Background: an optimization exercise with open tools, aiming at small area, a short achievable clock period and few clock cycles per item. Do not read the settings as production practice. Only simulation tests tie the RTL to the original design; equivalence was not proved. Power and IR drop assume default switching activity.

==> inputs of job 5289 <==
==> flow/design.v <==
module msr_codec (
    input  wire       clk,
    input  wire       rst,
    input  wire       cmd_valid,
    output wire       cmd_ready,
    input  wire [1:0] cmd_op,       
    input  wire [1:0] cmd_track,    
    input  wire [7:0] cmd_len,      
    input  wire       in_valid,
    output wire       in_ready,
    input  wire [7:0] in_data,
    output wire       out_valid,
    input  wire       out_ready,
    output wire [7:0] out_data,
    output wire       rsp_valid,
    input  wire       rsp_ready,
    output wire [3:0] rsp_err,      
    output wire       rsp_flag,     
    output wire [7:0] rsp_index,    
    output wire [7:0] rsp_char,     
    output wire [7:0] lrc
);
    localparam OP_ENCODE = 2'd0;
    localparam OP_DECODE = 2'd1;
    localparam OP_REVERSE = 2'd2;
    localparam OP_LRCCHK = 2'd3;
    reg        busy;          
    reg        cmd_rdy;
    reg        trk1;          
    reg        enc;           
    reg        pt;            
    reg        rev;           
    reg        lrcop;         
    reg [7:0]  len;
    reg        len1;          
    reg        len2;          
    reg [7:0]  rem;           
    reg        rem1;          
    reg        remnz;         
    reg        in_rdy;
    reg        in_done;       
    reg        bad;
    reg [7:0]  bad_index;
    reg [7:0]  bad_char;
    reg [3:0]  err_q;
    reg        flag_q;
    reg [5:0]  acc;           
    reg [7:0]  lrc_q;
    reg        rsp_v;
    reg        started;       
    reg [7:0]  wp;            
    reg [7:0]  rp;            
    reg        ck_done;       
    reg        ov;            
    reg        v1;            
    reg [7:0]  q0, q1;
    function [5:0] rev6(input [5:0] v);
        rev6 = {v[0], v[1], v[2], v[3], v[4], v[5]};
    endfunction
    function [3:0] rev4(input [3:0] v);
        rev4 = {v[0], v[1], v[2], v[3]};
    endfunction
    function [7:0] rev8(input [7:0] v);
        rev8 = {v[0], v[1], v[2], v[3], v[4], v[5], v[6], v[7]};
    endfunction
    function [7:0] unit_c(input t1, input [5:0] c);
        unit_c = t1 ? {1'b0, c[0], c[1], c[2], c[3], c[4], ~c[5], ^c[5:0]}
                    : {3'b000, c[0], c[1], c[2], c[3], ~^c[3:0]};
    endfunction
    wire cmd_fire = cmd_valid && cmd_rdy;
    wire in_fire  = in_valid && in_rdy;
    wire pop      = ov && out_ready;
    wire rsp_fire = rsp_v && rsp_ready;
    wire cmd_invalid = (cmd_op == OP_ENCODE && (cmd_track == 2'd0 || cmd_len == 8'd255)) ||
                       (cmd_op == OP_DECODE && cmd_track == 2'd0) ||
                       (cmd_op == OP_LRCCHK && (cmd_track == 2'd0 || cmd_len == 8'd0));
    wire [5:0] e_sym  = trk1 ? {~in_data[5], in_data[4:0]} : {2'b00, in_data[3:0]};
    wire       alpha  = trk1 ? (!in_data[7] && (in_data[6] ^ in_data[5])) : (in_data[7:4] == 4'h3);
    wire [5:0] d_sym  = trk1 ? rev6(in_data[6:1]) : {2'b00, rev4(in_data[4:1])};
    wire [7:0] d_char = trk1 ? {1'b0, d_sym[5], ~d_sym[5], d_sym[4:0]} : {4'h3, d_sym[3:0]};
    wire [7:0] i_conv = rev ? rev8(in_data) : d_char;
    wire in_last = in_fire && rem1;
    wire wr      = in_fire && enc;
    reg [5:0] ring [0:255];
    genvar gi;
    generate
        for (gi = 0; gi < 256; gi = gi + 1) begin : g_ring
            if (gi < 16) begin : g_entry
                always @(posedge clk)
                    ring[gi] <= (wr && wp[3:0] == gi) ? in_data[5:0] : ring[(gi + 255) % 256];
            end else begin : g_plain
                always @(posedge clk)
                    ring[gi] <= ring[gi - 1];
            end
        end
    endgenerate
    wire [5:0] tap    = ring[{rp[7:4], 4'hF}];
    wire       rp_tap = (rp[3:0] == 4'hF);
    wire first = wr && rem1 && !bad && alpha && (len1 || rp_tap) && !v1;
    wire rd    = enc && in_done && !bad && remnz && rp_tap && !v1;
    wire ck    = enc && in_done && !bad && !remnz && !ck_done && !v1;
    wire [7:0] u_tap = unit_c(trk1, tap);
    wire [7:0] u_in  = unit_c(trk1, in_data[5:0]);
    wire [7:0] u_acc = trk1 ? {1'b0, rev6(acc), ~^acc}
                            : {3'b000, rev4(acc[3:0]), ~^acc[3:0]};
    wire       pt_push = in_fire && pt && !(lrcop && rem1);
    wire       push    = pt_push || first || rd || ck;
    wire [7:0] pdata   = !enc    ? i_conv :
                         in_done ? (remnz ? u_tap : u_acc) :
                                   (len1 ? u_in : u_tap);
    wire v1_n = !pop && (v1 || (ov && push));
    wire ov_n = v1 || push || (ov && !pop);
    always @(posedge clk) begin
        if (pop)
            q0 <= v1 ? q1 : pdata;
        else if (!ov)
            q0 <= pdata;
        if (!v1)
            q1 <= pdata;
    end
    wire       in_done_n = in_done || in_last;
    wire       remnz_n   = in_fire ? !rem1 : remnz;
    wire       started_n = started || wr;
    wire [7:0] wp_n      = (started && !wr) ? wp + 8'd1 : wp;
    wire       bad_n     = bad || (wr && !alpha);
    wire       ck_n      = ck_done || ck;
    wire       fin_n     = in_done_n && (!enc || bad_n || ck_n);
    wire       room_n    = enc ? (!started_n || wp_n[7:4] == 4'd0) :
                           pt  ? !v1_n : 1'b1;
    always @(posedge clk) begin
        if (rst) begin
            busy      <= 1'b0;
            cmd_rdy   <= 1'b1;
            trk1      <= 1'b0;
            enc       <= 1'b0;
            pt        <= 1'b0;
            rev       <= 1'b0;
            lrcop     <= 1'b0;
            len       <= 8'd0;
            len1      <= 1'b0;
            len2      <= 1'b0;
            rem       <= 8'd0;
            rem1      <= 1'b0;
            remnz     <= 1'b0;
            in_rdy    <= 1'b0;
            in_done   <= 1'b0;
            bad       <= 1'b0;
            bad_index <= 8'd0;
            bad_char  <= 8'd0;
            err_q     <= 4'd0;
            flag_q    <= 1'b0;
            acc       <= 6'd0;
            lrc_q     <= 8'd0;
            rsp_v     <= 1'b0;
            started   <= 1'b0;
            wp        <= 8'd0;
            rp        <= 8'd0;
            ck_done   <= 1'b0;
            ov        <= 1'b0;
            v1        <= 1'b0;
        end else if (cmd_fire) begin
            busy      <= 1'b1;
            cmd_rdy   <= 1'b0;
            trk1      <= (cmd_track == 2'd1);
            enc       <= (cmd_op == OP_ENCODE) && !cmd_invalid;
            pt        <= (cmd_op != OP_ENCODE) && !cmd_invalid;
            rev       <= (cmd_op == OP_REVERSE);
            lrcop     <= (cmd_op == OP_LRCCHK) && !cmd_invalid;
            len       <= cmd_len;
            len1      <= (cmd_len == 8'd1);
            len2      <= (cmd_len == 8'd2);
            rem       <= cmd_len;
            rem1      <= (cmd_len == 8'd1);
            remnz     <= (cmd_len != 8'd0);
            in_rdy    <= (cmd_len != 8'd0);
            in_done   <= (cmd_len == 8'd0);
            bad       <= 1'b0;
            bad_index <= 8'd0;
            bad_char  <= 8'd0;
            err_q     <= cmd_invalid ? 4'd8 : 4'd0;
            flag_q    <= 1'b0;
            acc       <= 6'd0;
            rsp_v     <= (cmd_len == 8'd0) && (cmd_op != OP_ENCODE || cmd_invalid);
            started   <= 1'b0;
            wp        <= {4'd0, 4'd1 - cmd_len[3:0]};
            ck_done   <= 1'b0;
        end else begin
            in_done <= in_done_n;
            started <= started_n;
            wp      <= wp_n;
            in_rdy  <= busy && !in_done_n && remnz_n && room_n;
            if (wr && !started)
                rp <= {4'd0, wp[3:0]};
            else if (!(rd || first))
                rp <= rp + 8'd1;
            if (in_last && enc) begin
                rem   <= first ? len - 8'd1 : len;
                rem1  <= first ? len2 : len1;
                remnz <= !(first && len1);
            end else if (in_fire || rd) begin
                rem   <= rem - 8'd1;
                rem1  <= (rem == 8'd2);
                remnz <= !rem1;
            end
            if (wr) begin
                acc <= acc ^ e_sym;
                if (!bad && !alpha) begin
                    bad       <= 1'b1;
                    bad_index <= len - rem;
                    bad_char  <= in_data;
                    err_q     <= 4'd5;
                end
            end
            if (in_fire && lrcop) begin
                if (rem1) begin
                    flag_q <= (acc == d_sym);
                    lrc_q  <= {1'b1, acc == d_sym, acc};
                end else
                    acc <= acc ^ d_sym;
            end
            if (ck) begin
                ck_done <= 1'b1;
                lrc_q   <= {2'b10, acc};
            end
            if (rsp_fire) begin
                rsp_v   <= 1'b0;
                busy    <= 1'b0;
                cmd_rdy <= 1'b1;
            end else if (busy && fin_n && !ov_n)
                rsp_v <= 1'b1;
        end
        if (!rst) begin
            ov <= ov_n;
            v1 <= v1_n;
        end
    end
    assign cmd_ready = cmd_rdy;
    assign in_ready  = in_rdy;
    assign out_valid = ov;
    assign out_data  = q0;
    assign rsp_valid = rsp_v;
    assign rsp_err   = err_q;
    assign rsp_flag  = flag_q;
    assign rsp_index = bad_index;
    assign rsp_char  = bad_char;
    assign lrc       = lrc_q;
endmodule
==> flow/flow/run.sh <==
#!/bin/bash
set -euo pipefail
bash standard.sh SETUP_SLACK_MARGIN=7 finish > orfs_make.log 2>&1
==> flow/standard.sh <==
#!/bin/bash
# synth_recipe.tcl (not shown) runs the flow's synth.tcl, then flattens the netlist and writes it again
# the make line also repeats each setting of config.mk as NAME=value (left out here)
make -C /OpenROAD-flow-scripts/flow DESIGN_CONFIG=/design/flow/config.mk WORK_HOME=/design/flow/orfs CLKGATE_MAP_FILE= SYNTH_SCRIPT=/design/flow/synth_recipe.tcl "${@:-finish}"
==> flow/config.mk <==
export PLATFORM = sky130hd
export DESIGN_NAME = msr_codec
export DESIGN_NICKNAME = msr_codec
export VERILOG_FILES = /design/flow/design.v
export SDC_FILE = /design/flow/constraint.sdc
export NUM_CORES = 4
export LEC_CHECK = 0
export CAP_MARGIN = 20
export CORE_MARGIN = 2
export CORE_UTILIZATION = 40
export PLACE_DENSITY = 0.6
export SLEW_MARGIN = 20
==> flow/constraint.sdc <==
create_clock -name core_clock -period 10.0 [get_ports {clk}]
set_input_delay 2.0000 -clock core_clock [delete_from_list [all_inputs] [get_ports {clk}]]
set_output_delay 2.0000 -clock core_clock [all_outputs]
set_load 0.01 [all_outputs]
==> job 8777: changes against job 5289 <==
==> flow/run.sh (new file) <==
#!/bin/bash
# synth_recipe.tcl (not shown) runs the flow's synth.tcl, then flattens the netlist and writes it again
# the make line also repeats each setting of config.mk as NAME=value (left out here)
make -C /OpenROAD-flow-scripts/flow DESIGN_CONFIG=/design/flow/config.mk WORK_HOME=/design/flow/orfs CLKGATE_MAP_FILE= SYNTH_SCRIPT=/design/flow/synth_recipe.tcl finish
removed: flow/flow/run.sh
removed: flow/standard.sh
==> job 1986: changes against job 5289 <==
==> flow/flow/run.sh (replaced) <==
#!/bin/bash
set -euo pipefail
bash standard.sh SETUP_SLACK_MARGIN=6.5 finish > orfs_make.log 2>&1
==> notes.md <==
quantity	job 8777	job 5289	job 1986
Result of the run	timing/DRC/antenna clean	timing/DRC/antenna clean	timing/DRC/antenna clean
Count of placed standard cells in the final layout, fillers left out	4054	4127	4066
Max incr delay on CP	740 ps	470 ps	420 ps
Post-route setup slack	5430 ps	6610 ps	6510 ps
Setup skew after layout	55.0 ps	45.9 ps	23.2 ps
Clock buffer count	206	220	219
Signal arrival time at the worst endpoint	5230 ps	4030 ps	4110 ps
Number of nets in the layout	2714	2788	2725
RSZ-0062 raised after global routing	no	yes	yes
Combinational fraction of design power	0.014	0.018	0.015
WP data required	10650 ps	10640 ps	10620 ps
Met3 wire len	2.24 mm	2.64 mm	2.56 mm
Cells resized by post-CTS repair	0	359	100
Register area	32800 sq um	32900 sq um	32800 sq um
Hold wc startpoint	ring[22][5]$_DFF_P_	ring[218][4]$_DFF_P_	ring[198][4]$_DFF_P_
Testbench counts of job 5289, summed over its fixed seeds: cycles 25,403, ops 192.
Testbench counts of job 8777, summed over its fixed seeds: cycles 25,403, ops 192.
Testbench counts of job 1986, summed over its fixed seeds: cycles 25,403, ops 192.

## re-timing with driven ports
How much do the figures lean on ideal ports? The routed layouts below were timed once more, with nothing changed but the port constraints. Step 1 assumes that a clkbuf_16 drives the clock port and a buf_2 every other input. Step 2 adds t to the input delays and takes it off the output delays; t is the mean of the earliest and latest rising clock arrival at the registers after step 1. Input paths then give back, and output paths get back, about the clock's delay inside the block. a / b / c = no drivers / after step 1 / after step 2; a / b = the first two.
run	t (ns)	slack for setup (ns)	cell pins on the clock port's net
job 5289	0.772	6.608 / 6.640 / 5.869	1
job 8777	0.760	5.428 / 5.464 / 4.705	1
job 1986	0.764	6.515 / 6.532 / 5.777	1
After both steps every run listed still meets setup and hold. The setup slack of job 5289, which loses most, moves by +0.032 ns with the drivers and by -0.739 ns with both steps.
